Source: an optimization exercise on an open RTL-to-GDS flow (aim: small area, a short achievable clock period and few clock cycles). Production flows keep margins and buffers that such runs may drop.
In this exercise RTL edits were held to simulation tests only and were not proved equivalent to the original.

==> run a: inputs <==
==> flow/design.v <==
module enigma_core (
    input  wire       clk,
    input  wire       rst,
    input  wire       cfg_we,
    input  wire [2:0] cfg_sel,
    input  wire [4:0] cfg_idx,
    input  wire [4:0] cfg_data,
    input  wire       in_valid,
    input  wire [7:0] in_data,
    output reg        in_ready,
    output wire       out_valid,
    output wire [7:0] out_data,
    input  wire       out_ready
);
    reg [129:0] rw0, rw1, rw2, refl, plg;
    reg [4:0]   nt0, nt1, nt2;
    reg [4:0]   pos0, pos1, pos2;
    function [4:0] mod26;
        input [5:0] s;
        begin
            mod26 = (s >= 6'd26) ? s - 6'd26 : s[4:0];
        end
    endfunction
    function [4:0] sub26;
        input [4:0] a;
        input [4:0] b;
        begin
            sub26 = (a >= b) ? a - b : a + 5'd26 - b;
        end
    endfunction
    function [4:0] mux32;
        input [159:0] a;
        input [4:0]   i;
        reg [79:0] b;
        reg [39:0] c;
        reg [19:0] d;
        reg [9:0]  e;
        integer k;
        begin
            for (k = 0; k < 16; k = k + 1)
                b[5*k +: 5] = i[0] ? a[10*k+5 +: 5] : a[10*k +: 5];
            for (k = 0; k < 8; k = k + 1)
                c[5*k +: 5] = i[1] ? b[10*k+5 +: 5] : b[10*k +: 5];
            for (k = 0; k < 4; k = k + 1)
                d[5*k +: 5] = i[2] ? c[10*k+5 +: 5] : c[10*k +: 5];
            for (k = 0; k < 2; k = k + 1)
                e[5*k +: 5] = i[3] ? d[10*k+5 +: 5] : d[10*k +: 5];
            mux32 = i[4] ? e[9:5] : e[4:0];
        end
    endfunction
    function [4:0] rd;
        input [129:0] t;
        input [4:0]   i;
        begin
            rd = mux32({t[129:120], t[129:120], t[129:120], t}, i);
        end
    endfunction
    function [4:0] rd1;
        input [129:0] t;
        input [4:0]   i;
        begin
            rd1 = mux32({t[129:125], t[129:125], t[124:115], t[129:125], t, t[4:0]}, i);
        end
    endfunction
    function [4:0] inv;
        input [129:0] t;
        input [4:0]   v;
        integer k;
        begin
            inv = 5'd0;
            for (k = 1; k < 26; k = k + 1)
                inv = inv | ({5{t[5*k +: 5] == v}} & k[4:0]);
        end
    endfunction
    reg  stall;
    wire adv = ~stall;
    reg       v0;
    reg [4:0] d0;
    reg       cw;
    reg [2:0] cs;
    reg [4:0] ci, cd;
    always @(posedge clk) begin
        if (rst)
            v0 <= 1'b0;
        else if (adv)
            v0 <= in_valid & in_ready & ~in_data[7] & in_data[6];
        if (adv)
            d0 <= in_data[4:0];
        cw <= cfg_we;
        cs <= cfg_sel;
        ci <= cfg_idx;
        cd <= cfg_data;
    end
    wire [4:0] cd_nt = (cd >= 5'd7) ? cd - 5'd7 : cd + 5'd19;
    genvar g;
    generate
        for (g = 0; g < 26; g = g + 1) begin : tbl
            always @(posedge clk) begin
                if (cw && ci == g) begin
                    case (cs)
                        3'd0: rw0[5*g +: 5]  <= cd;
                        3'd1: rw1[5*g +: 5]  <= cd;
                        3'd2: rw2[5*g +: 5]  <= cd;
                        3'd3: refl[5*g +: 5] <= cd;
                        3'd4: plg[5*g +: 5]  <= cd + 5'd1;
                        default: ;
                    endcase
                end
            end
        end
    endgenerate
    always @(posedge clk) begin
        if (cw && cs == 3'd5) begin
            if (ci == 5'd0) nt0 <= cd_nt;
            if (ci == 5'd1) nt1 <= cd_nt;
            if (ci == 5'd2) nt2 <= cd_nt;
        end
    end
    wire let1 = v0 && d0 != 5'd0 && d0 <= 5'd26;
    wire a0 = (pos0 == nt0);
    wire a1 = (pos1 == nt1);
    wire a2 = (pos2 == nt2);
    always @(posedge clk) begin
        if (rst) begin
            pos0 <= 5'd0;
            pos1 <= 5'd0;
            pos2 <= 5'd0;
        end else begin
            if (let1 && adv) begin
                if (a0 | a1) pos0 <= (pos0 == 5'd25) ? 5'd0 : pos0 + 5'd1;
                if (a1 | a2) pos1 <= (pos1 == 5'd25) ? 5'd0 : pos1 + 5'd1;
                pos2 <= (pos2 == 5'd25) ? 5'd0 : pos2 + 5'd1;
            end
            if (cw && cs == 3'd6) begin
                if (ci == 5'd0) pos0 <= cd;
                if (ci == 5'd1) pos1 <= cd;
                if (ci == 5'd2) pos2 <= cd;
            end
        end
    end
    wire [4:0] x1p = rd1(plg, d0);
    wire [4:0] e2  = mod26({1'b0, x1p} + {1'b0, pos2});
    wire [4:0] f2  = rd(rw2, e2);
    reg       v1;
    reg [4:0] f2r;
    always @(posedge clk) begin
        if (rst)
            v1 <= 1'b0;
        else if (adv)
            v1 <= let1;
        if (adv)
            f2r <= f2;
    end
    wire [4:0] e1 = mod26({1'b0, f2r} + {1'b0, pos1});
    wire [4:0] f1 = rd(rw1, e1);
    wire [4:0] e0 = mod26({1'b0, f1} + {1'b0, pos0});
    reg       v2;
    reg [4:0] e0r, p20, p21;
    always @(posedge clk) begin
        if (rst)
            v2 <= 1'b0;
        else if (adv)
            v2 <= v1;
        if (adv) begin
            e0r <= e0;
            p20 <= pos0;
            p21 <= pos1;
        end
    end
    wire [4:0] j0 = inv(rw0, rd(refl, rd(rw0, e0r)));
    reg       v3;
    reg [4:0] j3, p30, p31;
    always @(posedge clk) begin
        if (rst)
            v3 <= 1'b0;
        else if (adv)
            v3 <= v2;
        if (adv) begin
            j3  <= j0;
            p30 <= p20;
            p31 <= p21;
        end
    end
    wire [4:0] i1 = sub26(inv(rw1, sub26(j3, p30)), p31);
    reg       v4;
    reg [4:0] i1r;
    always @(posedge clk) begin
        if (rst)
            v4 <= 1'b0;
        else if (adv)
            v4 <= v3;
        if (adv) begin
            i1r <= i1;
        end
    end
    reg [4:0] p42;
    always @(posedge clk) begin
        if (rst)
            p42 <= 5'd0;
        else if (cw && cs == 3'd6 && ci == 5'd2)
            p42 <= cd;
        else if (adv && v3)
            p42 <= (p42 == 5'd25) ? 5'd0 : p42 + 5'd1;
    end
    wire [4:0] i2 = sub26(inv(rw2, i1r), p42);
    wire [4:0] o1 = rd(plg, i2);         
    reg       qv0, qv1;
    reg [4:0] q0, q1;
    wire      push = v4 & adv;
    assign out_valid = qv0;
    assign out_data  = {3'b011, q0};
    wire stall_n = out_ready ? (qv1 & push) : (qv0 & (qv1 ^ push));
    always @(posedge clk) begin
        if (qv0) begin
            if (out_ready)
                q0 <= qv1 ? q1 : o1;
        end else begin
            q0 <= o1;
        end
        if (push && (out_ready ? qv1 : qv0))
            q1 <= o1;
    end
    always @(posedge clk) begin
        if (rst) begin
            qv0      <= 1'b0;
            qv1      <= 1'b0;
            stall    <= 1'b0;
            in_ready <= 1'b0;
        end else begin
            qv0      <= out_ready ? (qv1 | push) : (qv0 | push);
            qv1      <= stall_n;
            stall    <= stall_n;
            in_ready <= ~stall_n;
        end
    end
endmodule
==> flow/flow/run.sh <==
#!/bin/bash
# Layout: the standard flow (standard.sh, unchanged synthesis) with these
# settings changed:
#  - the port buffers are buf_2 cells instead of the delay cells that
#    buffer_ports picks by default (same number of buffers, one per port)
#  - repair_timing aims at SETUP_SLACK_MARGIN ns of setup slack, so the
#    resizer keeps working on paths the 30 ns clock leaves slack on
#  - clock tree: larger sink clusters, no dummy loads
# The clock period and constraint.sdc are the design's, unchanged.
set -euo pipefail
bash standard.sh SETUP_SLACK_MARGIN=22.9 \
    "BUFFER_PORTS_ARGS=-buffer_cell sky130_fd_sc_hd__buf_2" \
    "CTS_ARGS=-sink_clustering_enable -repair_clock_nets -sink_clustering_size 32 -sink_clustering_max_diameter 70 -dont_use_dummy_load"  \
    finish > standard_flow.log 2>&1
==> flow/standard.sh <==
#!/bin/bash
# synth_recipe.tcl (not shown) runs the flow's synth.tcl, then flattens the netlist and writes it again
# the make line also repeats each setting of config.mk as NAME=value (left out here)
make -C /OpenROAD-flow-scripts/flow DESIGN_CONFIG=/design/flow/config.mk WORK_HOME=/design/flow/orfs CLKGATE_MAP_FILE= SYNTH_SCRIPT=/design/flow/synth_recipe.tcl "${@:-finish}"
==> flow/config.mk <==
export PLATFORM = sky130hd
export DESIGN_NAME = enigma_core
export DESIGN_NICKNAME = enigma_core
export VERILOG_FILES = /design/flow/design.v
export SDC_FILE = /design/flow/constraint.sdc
export NUM_CORES = 4
export LEC_CHECK = 0
export CAP_MARGIN = 20
export CORE_MARGIN = 2
export CORE_UTILIZATION = 40
export SLEW_MARGIN = 20
==> flow/constraint.sdc <==
create_clock -name core_clock -period 30.0 [get_ports {clk}]
set_input_delay 6.0000 -clock core_clock [delete_from_list [all_inputs] [get_ports {clk}]]
set_output_delay 6.0000 -clock core_clock [all_outputs]
set_load 0.01 [all_outputs]
==> inputs of run b, as changes to run a <==
--- a/flow/design.v
+++ b/flow/design.v
@@ -25,7 +25,7 @@
         input [4:0] a;
         input [4:0] b;
         begin
-            sub26 = (a >= b) ? a - b : a + 5'd26 - b;
+            sub26 = (a >= b) ? a - b : a - b - 5'd6;
         end
     endfunction
     function [4:0] mux32;
--- a/flow/flow/run.sh
+++ b/flow/flow/run.sh
@@ -6,9 +6,10 @@
 #  - repair_timing aims at SETUP_SLACK_MARGIN ns of setup slack, so the
 #    resizer keeps working on paths the 30 ns clock leaves slack on
 #  - clock tree: larger sink clusters, no dummy loads
+#  - 60% core utilization (a smaller die, shorter wires)
 # The clock period and constraint.sdc are the design's, unchanged.
 set -euo pipefail
 bash standard.sh SETUP_SLACK_MARGIN=22.9 \
     "BUFFER_PORTS_ARGS=-buffer_cell sky130_fd_sc_hd__buf_2" \
-    "CTS_ARGS=-sink_clustering_enable -repair_clock_nets -sink_clustering_size 32 -sink_clustering_max_diameter 70 -dont_use_dummy_load"  \
+    "CTS_ARGS=-sink_clustering_enable -repair_clock_nets -sink_clustering_size 24 -sink_clustering_max_diameter 100 -dont_use_dummy_load" CORE_UTILIZATION=60 \
     finish > standard_flow.log 2>&1
==> comparison table <==
quantity	run a	run b
Status	no timing/DRC/antenna violations	no timing/DRC/antenna violations
Portion of the layout cell area used by clock cells	2.78%	2.35%
Skew-Pair Late Insertion Delay	0.63 ns	0.60 ns
Worst EP arrival	1.15 ns	1.12 ns
ANT cells	1	0
Pin count of the biggest net entering global routing	84	79
Clock slew at reported path FFs	0.08 ns	0.09 ns
Capturing element of the worst setup path	out_data[2]	out_data[3]
Worst-case headroom to the max-slew limit	28.1%	24.3%
Hold Path End	p31[2]	p30[4]
Placed cell count	3869	3404
Worst slack, placed	22.78 ns	22.75 ns
Testbench counts of run a, summed over its fixed seeds: cycles 8,376.
Testbench counts of run b, summed over its fixed seeds: cycles 8,376.

port drivers added, routing unchanged:
The results above use ideal ports. As a check the final layouts listed here were re-extracted and re-timed, cells and wires unchanged. Step 1, drivers: a clkbuf_16 drives clk and a buf_2 each remaining input, both assumed. Step 2, shift: input delay + t, output delay - t, t = (earliest + latest rising clock arrival at the registers) / 2. This alone moves slack from input paths to output paths. Three values: ideal, step 1, step 2; two values: the first two.
run | t, ns | setup WS [ns] | hold WS [ns] | latest minus earliest clock arrival (ns)
run a | 0.658 | 22.850 / 22.778 / 22.804 | 0.421 / 0.421 / 0.421 | 0.128 / 0.128
run b | 0.643 | 22.881 / 22.817 / 22.724 | 0.431 / 0.431 / 0.431 | 0.032 / 0.033
After both steps every run listed still meets setup and hold. For run b, which loses most, drivers alone change the setup slack by -0.064 ns; drivers and shift together by -0.157 ns.
